Background: an optimization exercise with open tools, aiming at small area, a short achievable clock period and few clock cycles per item. Do not read the settings as production practice.
At most, simulation tests tie the RTL to the original design; equivalence was not proved.
The RTL of run 1 was laid out without a check of its function.

## flow/design.v (module list and top-level ports; edited modules follow where they fit)
// module decconv_dec: 1817 lines
module decconv_dec (
  input  wire         clk,
  input  wire         rst_n,
  input  wire         start,
  input  wire         w128,
  input  wire [5:0]   prec,
  input  wire [5:0]   scale,
  input  wire [5:0]   tlen,
  input  wire [383:0] tbuf,
  output wire         busy,
  output reg          done,
  output reg  [3:0]   err,
  output reg  [5:0]   pos,
  output reg  [5:0]   ord,
  output reg  [5:0]   lim,
  output reg  [127:0] r
);
  // ...
==> flow/run.sh <==
#!/bin/bash
# synth_recipe.tcl (not shown) runs the flow's synth.tcl, then flattens the netlist and writes it again
# the make line also repeats each setting of config.mk as NAME=value (left out here)
make -C /OpenROAD-flow-scripts/flow DESIGN_CONFIG=/design/flow/config.mk WORK_HOME=/design/flow/orfs CLKGATE_MAP_FILE= SYNTH_SCRIPT=/design/flow/synth_recipe.tcl finish
==> flow/config.mk <==
export PLATFORM = sky130hd
export DESIGN_NAME = decconv_dec
export DESIGN_NICKNAME = decconv_dec
export VERILOG_FILES = /design/flow/design.v
export SDC_FILE = /design/flow/constraint.sdc
export NUM_CORES = 4
export LEC_CHECK = 0
export ABC_CLOCK_PERIOD_IN_PS = 5000
export CAP_MARGIN = 20
export CORE_MARGIN = 2
export CORE_UTILIZATION = 40
export SETUP_SLACK_MARGIN = 4.5
export SLEW_MARGIN = 20
==> flow/constraint.sdc <==
create_clock -name core_clock -period 10.0 [get_ports {clk}]
set_input_delay 2.0000 -clock core_clock [delete_from_list [all_inputs] [get_ports {clk}]]
set_output_delay 2.0000 -clock core_clock [all_outputs]
set_load 0.01 [all_outputs]
==> results.txt, run 1 <==
Rows -> 122
outcome -> finished clean
clock latency (worst-skew pair) -> 690 ps
CP delay by family, top -> buffers and inverters
Starting DRT DRC Count -> 4203
Die X -> 339.0 um
Reg clk slew, reported paths -> 60 ps
Setup Fix Bufs, Post-CTS -> 76
Synth Area in XOR/XNOR -> 4.605%
initial core utilization -> 40.44%
multi-input gates -> 4005
root buffer cell -> clkbuf_16
Final setup viols -> 0
Critical Path Fanout Max -> 18
post-synthesis compound-gate area fraction -> 18.54%
H-tree levels -> 2
Filler Cell Count -> 10590
max reg flops -> 192
CP Depth -> 23
Most Frequent Cell on Critical Path -> buf_6
Hold Slack -> 468.6 ps
IO Pins -> 558
GR Overflow Total -> 0
CTS tree -> done
most congested layer reported by global routing -> met2
==> run 2: changes to the inputs <==
--- a/flow/design.v
+++ b/flow/design.v
@@ -26,17 +26,17 @@
   reg         first;       
   reg         flt;         
   reg         exr;         
   reg [191:0] cbuf;        
   reg [5:0]   dotpos;      
   reg [5:0]   s_r;
   reg [5:0]   bud;         
   reg         neg;
-  reg [1:0]   pad;         
+  reg [3:0]   pad1;        
   reg [3:0]   cpat;        
   reg [19:0]  sela;        
   reg [19:0]  selb;        
   reg         dot2;        
   reg [4:0]   hb;          
   reg [5:0]   qr;          
   reg [3:0]   kmod;        
   reg         k10, k11, k12;   
@@ -77,17 +77,26 @@
         in_code[4*i +: 4] = tbuf[8*i +: 4];
       else if (tbuf[8*i +: 8] == 8'h2E)
         in_code[4*i +: 4] = 4'hA;
       else
         in_code[4*i +: 4] = 4'hF;
     end
   end
   wire [1:0] in_c   = -scale[1:0];
-  wire [1:0] in_pad = in_c - in_dotpos[1:0];
+  reg  [3:0] in_res;
+  reg  [3:0] in_pad1;
+  integer v;
+  always @* begin
+    in_res = 4'd0;
+    for (v = 0; v <= LMAX; v = v + 1)
+      in_res[v % 4] = in_res[v % 4] | in_fo[v];
+    for (v = 0; v < 4; v = v + 1)
+      in_pad1[v] = in_res[(in_c - v) & 3];
+  end
   reg in_h0, in_h1, in_la, in_lb;
   integer u;
   always @* begin
     in_h0 = 1'b0; in_h1 = 1'b0; in_la = 1'b0; in_lb = 1'b0;
     for (u = 0; u <= 8; u = u + 1) begin
       if (in_fo[u] && u <= in_c) in_h0 = 1'b1;
       if (in_fo[u] && u > in_c && u <= in_c + 4) in_h1 = 1'b1;
       if (in_fo[u] && scale + u <= 4) in_la = 1'b1;
@@ -111,33 +120,31 @@
     integer l, e;
     begin
       lanes5 = 16'd0;
       for (l = 0; l < 4; l = l + 1)
         for (e = 0; e < 5; e = e + 1)
           lanes5[15-4*l -: 4] = lanes5[15-4*l -: 4] | ({4{sel[5*l+e]}} & s[4*(l+e) +: 4]);
     end
   endfunction
-  function automatic [19:0] sel5(input [1:0] pd, input [3:0] adj);
+  function automatic [19:0] sel5(input [3:0] pd1, input [3:0] adj);
     integer l;
-    reg [2:0] e;
     begin
-      for (l = 0; l < 4; l = l + 1) begin
-        e = 3'd3 - {1'b0, pd} + {2'b00, adj[l]};
-        sel5[5*l +: 5] = 5'd1 << e;
-      end
+      for (l = 0; l < 4; l = l + 1)
+        sel5[5*l +: 5] = adj[l] ? {pd1[0], pd1[1], pd1[2], pd1[3], 1'b0}
+                                : {1'b0, pd1[0], pd1[1], pd1[2], pd1[3]};
     end
   endfunction
   wire [1:0] cs    = -s_r[1:0];
   wire [3:0] hi    = dotpos[5:2] + {3'd0, (dotpos[1:0] > cs)};    
   wire [4:0] hbc   = first ? {1'b0, hi} - 5'd1 : hb;
   wire [5:0] q1    = {2'b00, hi} + {2'b00, s_r[5:2]} + {5'd0, |s_r[1:0]} - 6'd2;
   wire [5:0] qc    = first ? q1 : qr;                   
-  wire       lastr = first ? la : $signed(qr) < 0;      
-  wire       lastb = first ? lb : $signed(qr) <= 0;     
+  wire       lastr = first ? la : qr[5];                 
+  wire       lastb = first ? lb : (qr[5] || qr == 6'd0);  
   wire [13:0] r0m = value4(nines(lanes5({cbuf[19:0], 12'd0}, sela), neg)) + {13'd0, neg & lastr}
                     + (neg ? 14'd6384 : 14'd0);
   reg         r0z;
   integer z;
   always @* begin
     r0z = 1'b1;
     for (z = 0; z < 5; z = z + 1)
       if (cbuf[4*z +: 4] != 4'd0 && cbuf[4*z +: 4] != 4'hA) r0z = 1'b0;
@@ -1758,33 +1765,33 @@
   end
   always @(posedge clk) begin
     if (accept) begin
       cbuf   <= in_code;
       dotpos <= in_dotpos;
       s_r    <= scale;
       bud    <= prec - scale;
       neg    <= in_neg;
-      pad    <= in_pad;
+      pad1   <= in_pad1;
       cpat   <= in_cpat;
-      sela   <= sel5(in_pad, in_h0 ? in_cpat : 4'd0);
+      sela   <= sel5(in_pad1, in_h0 ? in_cpat : 4'd0);
       la     <= in_la;
       lb     <= in_lb;
-      selb   <= sel5(in_pad, in_h0 ? 4'hF : in_h1 ? in_cpat : 4'd0);
+      selb   <= sel5(in_pad1, in_h0 ? 4'hF : in_h1 ? in_cpat : 4'd0);
       dot2   <= in_dot2;
       kmod   <= 4'd0;
       k10    <= 1'b0;
       k11    <= 1'b0;
       k12    <= 1'b0;
       sp     <= 6'd0;
       icnt   <= 6'd0;
     end else begin
       cbuf   <= {cbuf[15:0], cbuf[191:16]};
       hb     <= hbc - 5'd1;
-      selb   <= sel5(pad, ($signed(hbc) < 1) ? 4'hF : (hbc == 5'd1) ? cpat : 4'd0);
+      selb   <= sel5(pad1, (hbc[4] || hbc == 5'd0) ? 4'hF : (hbc == 5'd1) ? cpat : 4'd0);
       kmod   <= (kmod == 4'd11) ? 4'd0 : kmod + 4'd1;
       k10    <= k10 | (kmod == 4'd9);
       k11    <= k11 | (kmod == 4'd10);
       k12    <= k12 | (kmod == 4'd11);
       if (s_at) begin
         sp <= sp + 6'd1;
         if (s_int && !s_inv && s_sig)
           icnt <= s_ic;
==> results.txt, run 2 <==
area leader, netlist -> fa_1
FF+latch count, synth -> 454
cells after synthesis -> 5434
distinct cell type count after synthesis -> 95
hold_buf cts -> 0
Remaining DRCs -> 0
CORE AREA -> 0.1128 sq mm
crit path DAT -> 6140 ps
layout cell share with drive strength beyond 1 -> 9.631%
Fin. Hold Viols -> 0
HP Class -> reg2reg
root buffer cell -> clkbuf_16
Net Count, Synth -> 6560
synthesized area per cell -> 8.402 sq um
Starting DRT DRC Count -> 4421 (+5.2%)
Setup Slack @ Placement -> 2559 ps
hpwl dp -> 156200 um
WL final -> 193900 um
Regs by FF count -> cbuf: 192 flops, r: 128 flops, selb: 20 flops
Area contributors post-synth -> fa_1 (12%), dfxtp_1 (12%), ha_1 (12%), edfxtp_1 (12%), inv_1 (5.9%)
vias in the first global route -> 43870
Vias/cell -> 5.891
Final setup viols -> 0 (unchanged)
GR Overflow Total -> 0 (unchanged)
CTS tree -> done
max reg flops -> 192 (unchanged)
Tot GR Track Use -> 32.40%
Setup TNS -> 0 ps
Total Die Area -> 0.1169 sq mm
number of antenna violations at the first check in global routing -> 21
Clock Skew -> 58.22 ps
first-pass GRT wire length -> 283200 um
NumNets Final -> 7224
Synth Flop Type -> dfxtp_1
max_cap viols -> 0
IO buf count -> 557
Critical Path Fanout Max -> 8 (-10)
Post-synth EDFFs -> 180
max frequency -> 178.6 MHz
outcome -> finished clean
share of the synthesized area in the top cell type -> 12.41%
worst path required time -> 10540 ps
RSZ-0062 raised after global routing -> true
commonest non-fill, non-tap cell in the layout -> inv_1
Layout Utilization -> 51.28%
Final Cycle Share -> 55.98%
Final ANT Viol Nets -> 0
Crit Path Class -> in2reg
Final WS setup -> 4402 ps
H-tree levels -> 2 (unchanged)
IO Pins -> 558 (unchanged)
die height -> 341.9 um
Slew headroom -> 15.49%
Slew Limit Fails -> 0
CTS Buf Count -> 57
CP Capture Type -> flip-flop
sequential element share of the synthesized area -> 23.85%
TritonRoute pass-1 iters -> 6
largest net degree at the start of global routing -> 250
area grow syn2layout -> 26.69%
initial core utilization -> 40.48% (about the same)
placer congestion estimate -> 1.020
most frequent cells in the layout -> inv_1 (707), clkdlybuf4s50_1 (537), nand2_1 (501)
Rows -> 123 (+0.82%)
CTS sink cnt -> 454
Mapped Area -> 0.04566 sq mm
routed length per placed instance -> 25.33 um
via count -> 45080
Biggest register -> cbuf
Die X -> 341.9 um (+0.85%)
clock latency (worst-skew pair) -> 700 ps (about the same)
synth warn -> 1
Max Root-Sink Buffers -> 3
Synth top cells by count -> inv_1 (717), nand2_1 (505), o21ai_0 (497), ha_1 (437), nor2_1 (340)
fin crit period -> 5598 ps
Async S/R FF share, synth -> 0%
Setup crit start kind -> input port
worst-margin pin slew -> 1232 ps
most common cell in the netlist -> inv_1
Reg clk slew, reported paths -> 60 ps (about the same)
run 2: changes by cell type after synthesis, moves of 14 or more:
cell and delta:
and2_1 -17, nor2_1 -60, ha_1 -14, nand4_1 +21
or4_1 +24, or3_1 +25, o31ai_1 -23, o21ai_0 +41
xor2_1 -42, o211ai_1 +40
run 2: through the flow:
stage / hold slack (ps) / instances / instance area [sq um]
floorplan: 425.4 / 5434 / 45760
global placement: 448.1 / 7378 / 53030
detailed placement: 448.2 / 7378 / 53030
CTS: 454.8 / 7540 / 56240
global route: 482.7 / 7651 / 57840
finish: 444.4 / 7653 / 57850
run 2: kinds of logic after synthesis:
| group | count (synthesis) | synth area share [%] |
|---|---|---|
| and+or+nand+nor | 1661 | 18.68 |
| AOI/OAI and AO/OA | 1429 | 20.11 |
| buffers and inverters | 907 | 7.547 |
| adders and majority gates | 721 | 24.41 |
| DFF | 454 | 23.85 |
| xor gates and xnor gates | 183 | 3.510 |
| muxes | 79 | 1.896 |
run 2: final cells by class:
type                            instances  area (sq um)
Multi-Input combinational cell       4077         32630
Inverter                              723          2724
Clock inverter                         28         417.9
Timing Repair Buffer                  785          7589
Antenna cell                            6         15.01
Fill cell                           10630         54960
Sequential cell                       454         10910
Tap cell                             1500          1877
Clock buffer                           80          1689
run 2: routing by layer:
metal | up-vias | track usage, % | share of wire (%)
met5 | - | 0 | 0.028
met4 | 8 | 13.65 | 4.9
met3 | 459 | 6.913 | 8.7
met2 | 2024 | 52.42 | 45
met1 | 21830 | 41.83 | 41
li1 | 20770 | - | -
run 2: final timing paths:
check            start         to  slack (ps)  cells past startpoint
max           tbuf[96]    selb[2]        4400                     12
min          cbuf[177]  cbuf[161]         440                      2
max reg2reg     s_r[0]       done        4670                     13
min reg2reg  cbuf[177]  cbuf[161]         440                      2
run 2: repair_timing:
item	in CTS	in global routing
cloned	6	2
resized for setup	138	160
setup buffers	48	104
pin swaps	30	66
setup endpoints to repair	95	74
run 2: critical path: stages:
cell and delay, ps:
clkdlybuf4s50_1 620, or4b_2 320, o22ai_1 110, nand2_1 260, nand3_2 180, or4_4 560
or4_4 620, o41ai_4 330, nor4_4 130, mux4_2 590, buf_6 160, a222oi_1 250
Testbench counts of run 2, summed over its fixed seeds: cycles 5,748, items 1,200.

## re-timing with driven ports
The results above use ideal ports. As a check the final layouts listed here were re-extracted and re-timed, cells and wires unchanged.
Step 1: set_driving_cell puts a clkbuf_16 on clk and a buf_2 on each other input, an assumption about the parent block.
Step 2 also shifts input and output timing later by t, the mid clock arrival at the registers, as if the neighbouring blocks saw the same clock.
Three values: no drivers, after step 1, after step 2; two values: the first two.
run	t (ns)	setup WS [ns]	hold WS [ns]	worst setup path after step 2	pins driven straight from the clock port
run 1	0.752	4.267 / 4.268 / 3.516	0.469 / 0.469 / 0.469	input to register	1
run 2	0.756	4.402 / 4.468 / 3.712	0.444 / 0.444 / 0.444	input to register	1
After both steps setup and hold are still met in every run listed. The setup slack of run 1, which loses most, moves by +0.001 ns with the drivers and by -0.751 ns with both steps.
